Source: an optimization exercise on an open RTL-to-GDS flow (aim: small area, a short achievable clock period and few clock cycles per item). Production flows keep margins and buffers that such runs may drop. Only simulation tests tie the RTL to the original design; equivalence was not proved. Power figures rest on the tool's default switching activity, not on a simulated workload.

== indigo ==
## xover_f32
module xover_f32 (
    input  wire        clk,
    input  wire        rst,         
    input  wire        cfg_we,
    input  wire [3:0]  cfg_addr,
    input  wire [31:0] cfg_data,
    input  wire        clear,       
    input  wire        in_valid,
    output wire        in_ready,
    input  wire [31:0] in_x,
    output reg         out_valid,
    output wire [31:0] out_low,
    output wire [31:0] out_mid,
    output wire [31:0] out_high
);
For scale: about 1300 flip-flops, about 170 I/O pins, ~100000 um2 of cells after synthesis.
export LEC_CHECK = 0
export ABC_AREA = 1
export CAP_MARGIN = 20
export CORE_MARGIN = 2
export CORE_UTILIZATION = 45
export SLEW_MARGIN = 60
create_clock -name core_clock -period 25.0 [get_ports {clk}]
run.sh (not shown) runs the stock make flow with config.mk's settings and CLKGATE_MAP_FILE= SYNTH_SCRIPT=/design/flow/synth_recipe.tcl, a recipe that flattens the netlist after the stock synthesis.
indigo went all the way through synthesis, placement and routing and the layout is clean on timing, DRC and antenna.
Testbench counts of indigo, summed over its fixed seeds: cycles 80,120, items 8,000.
> inputs changed (indigo -> maple)
-- flow/config.mk --
<<< indigo, line 7
export LEC_CHECK = 0
export ABC_AREA = 1
export CAP_MARGIN = 20
export CORE_MARGIN = 2
export CORE_UTILIZATION = 45
export SLEW_MARGIN = 60
>>> maple, line 7
export LEC_CHECK = 0
export ABC_AREA = 1
export CAP_MARGIN = 10
export CORE_MARGIN = 2
export CORE_UTILIZATION = 45
export SLEW_MARGIN = 75
[summary]
- Looking at post-detailed-route wirelength per cell, maple sits 0.67% below indigo.
- The higher post-place setup slack came out of maple.
- [compare] base=indigo new=maple: highest clock rate increased 2.4%, met2 wire length increased 1.2%.
- maple vs indigo — area growth from synthesis to final layout rose 3.7 points.
- Compared with indigo, in maple via count +1.4%, design area +about 3.4%, via count of the first global-routing pass +1550, worst slew margin relative to its limit +13 points.
- Non-clock buffer count (lower): indigo
--- input diff maple..fjord ---
-- flow/config.mk --
<<< maple, line 7
export LEC_CHECK = 0
export ABC_AREA = 1
export CAP_MARGIN = 10
export CORE_MARGIN = 2
export CORE_UTILIZATION = 45
export SLEW_MARGIN = 75
>>> fjord, line 7
export LEC_CHECK = 0
export ABC_AREA = 1
export CAP_MARGIN = 20
export CORE_MARGIN = 2
export CORE_UTILIZATION = 45
export SLEW_MARGIN = 70
==> run notes <==
- Per the comparison of fjord with maple, power of the sequential group comparable; register-to-register slack now larger.
- In the flow results for maple and fjord, the first-pass GRT wire length is smaller on fjord.
- Lower non-clock buffer count was reported by fjord, not maple.
- In the tables for maple and fjord, fraction of area in registers reads lower with maple.
- Any difference in wire length between fjord and maple is small enough to ignore.
- fjord: clock share of power lower than maple
- fjord against maple; number of cells after detailed placement is down slightly.
- fjord ended up with sky130_fd_sc_hd__a221oi_2 as its library cell contributing the largest single delay on the critical path; maple ended up with sky130_fd_sc_hd__clkdlybuf4s50_1.
- The routing usage on met1 on fjord is in line with that on maple.


## east
xover_f32, a different RTL version from the one above (not shown whole).
Size in the first run: ~14000 cells after synthesis, about 1300 flip-flops, about 170 I/O pins, ~110000 µm² of cells after synthesis.
make LEC_CHECK=0 ABC_AREA=1 CAP_MARGIN=20 CORE_MARGIN=2 CORE_UTILIZATION=55 PLACE_DENSITY=0.65 SLEW_MARGIN=70 finish   # period 25.0 ns
east: done, clean on timing, DRC and antenna
Testbench counts of east, summed over its fixed seeds: cycles 80,120, items 8,000.
[inputs] south vs east
Settings: CORE_UTILIZATION: 55 -> 45; PLACE_DENSITY: 0.65 -> unset.
- Relative to east, the register-to-register slack of south is lower by 30 ps.
- Looking only at portion of total power attributed to the clock network, and setting everything else aside, the lower value of east and south goes to east.
- south vs east — number of antenna violations at the first check in global routing dropped 4.
- STATUS power: south wins against east
- Summary: with east as the reference, post-detailed-placement half-perimeter wirelength in south moved down slightly.
- Taking east as the reference point, the combinational power share of south falls by 0.3 points.
- Compared to east, south was floorplanned on a bigger die.
- south gives less clock insertion delay at the later pin of the skew report than east did.
- Compared with east, the detailed router inserted fewer vias in south.
- Measured against each other, east and south differ in number of clock buffer instances in the layout, the lower figure coming from south.
- The internal power consumption of south and that of east are within noise of each other.

[separate check: timing with driven ports]
No port has a modelled driver above. Below, the same layouts with a new extraction and two added sets of constraints.
Step 1 (the two cells are an assumption about what drives the block):
set clk [get_ports {clk}]
set_driving_cell -lib_cell sky130_fd_sc_hd__clkbuf_16 $clk
set_driving_cell -lib_cell sky130_fd_sc_hd__buf_2 [delete_from_list [all_inputs] $clk]
Step 2 also shifts input and output timing later by t, the mid clock arrival at the registers, as if the neighbouring blocks saw the same clock.
Slacks: ideal ports / drivers / drivers and shift; pairs: ideal ports / drivers.
run | t (ns) | slack for setup (ns) | hold slack, ns | clock arrival spread, ns | worst data-port slew with drivers (ns)
indigo | 0.913 | 16.550 / 16.550 / 16.550 | 0.319 / 0.319 / 0.319 | 0.062 / 0.062 | 0.22
maple | 0.909 | 16.750 / 16.750 / 16.750 | 0.317 / 0.317 / 0.317 | 0.048 / 0.048 | 0.21
fjord | 0.907 | 16.854 / 16.854 / 16.854 | 0.348 / 0.348 / 0.348 | 0.074 / 0.073 | 0.21
east | 0.886 | 16.629 / 16.629 / 16.629 | 0.358 / 0.358 / 0.358 | 0.082 / 0.082 | 0.20
south | 0.907 | 16.603 / 16.603 / 16.603 | 0.346 / 0.346 / 0.346 | 0.066 / 0.067 | 0.21
After both steps setup and hold are still met in every run listed.
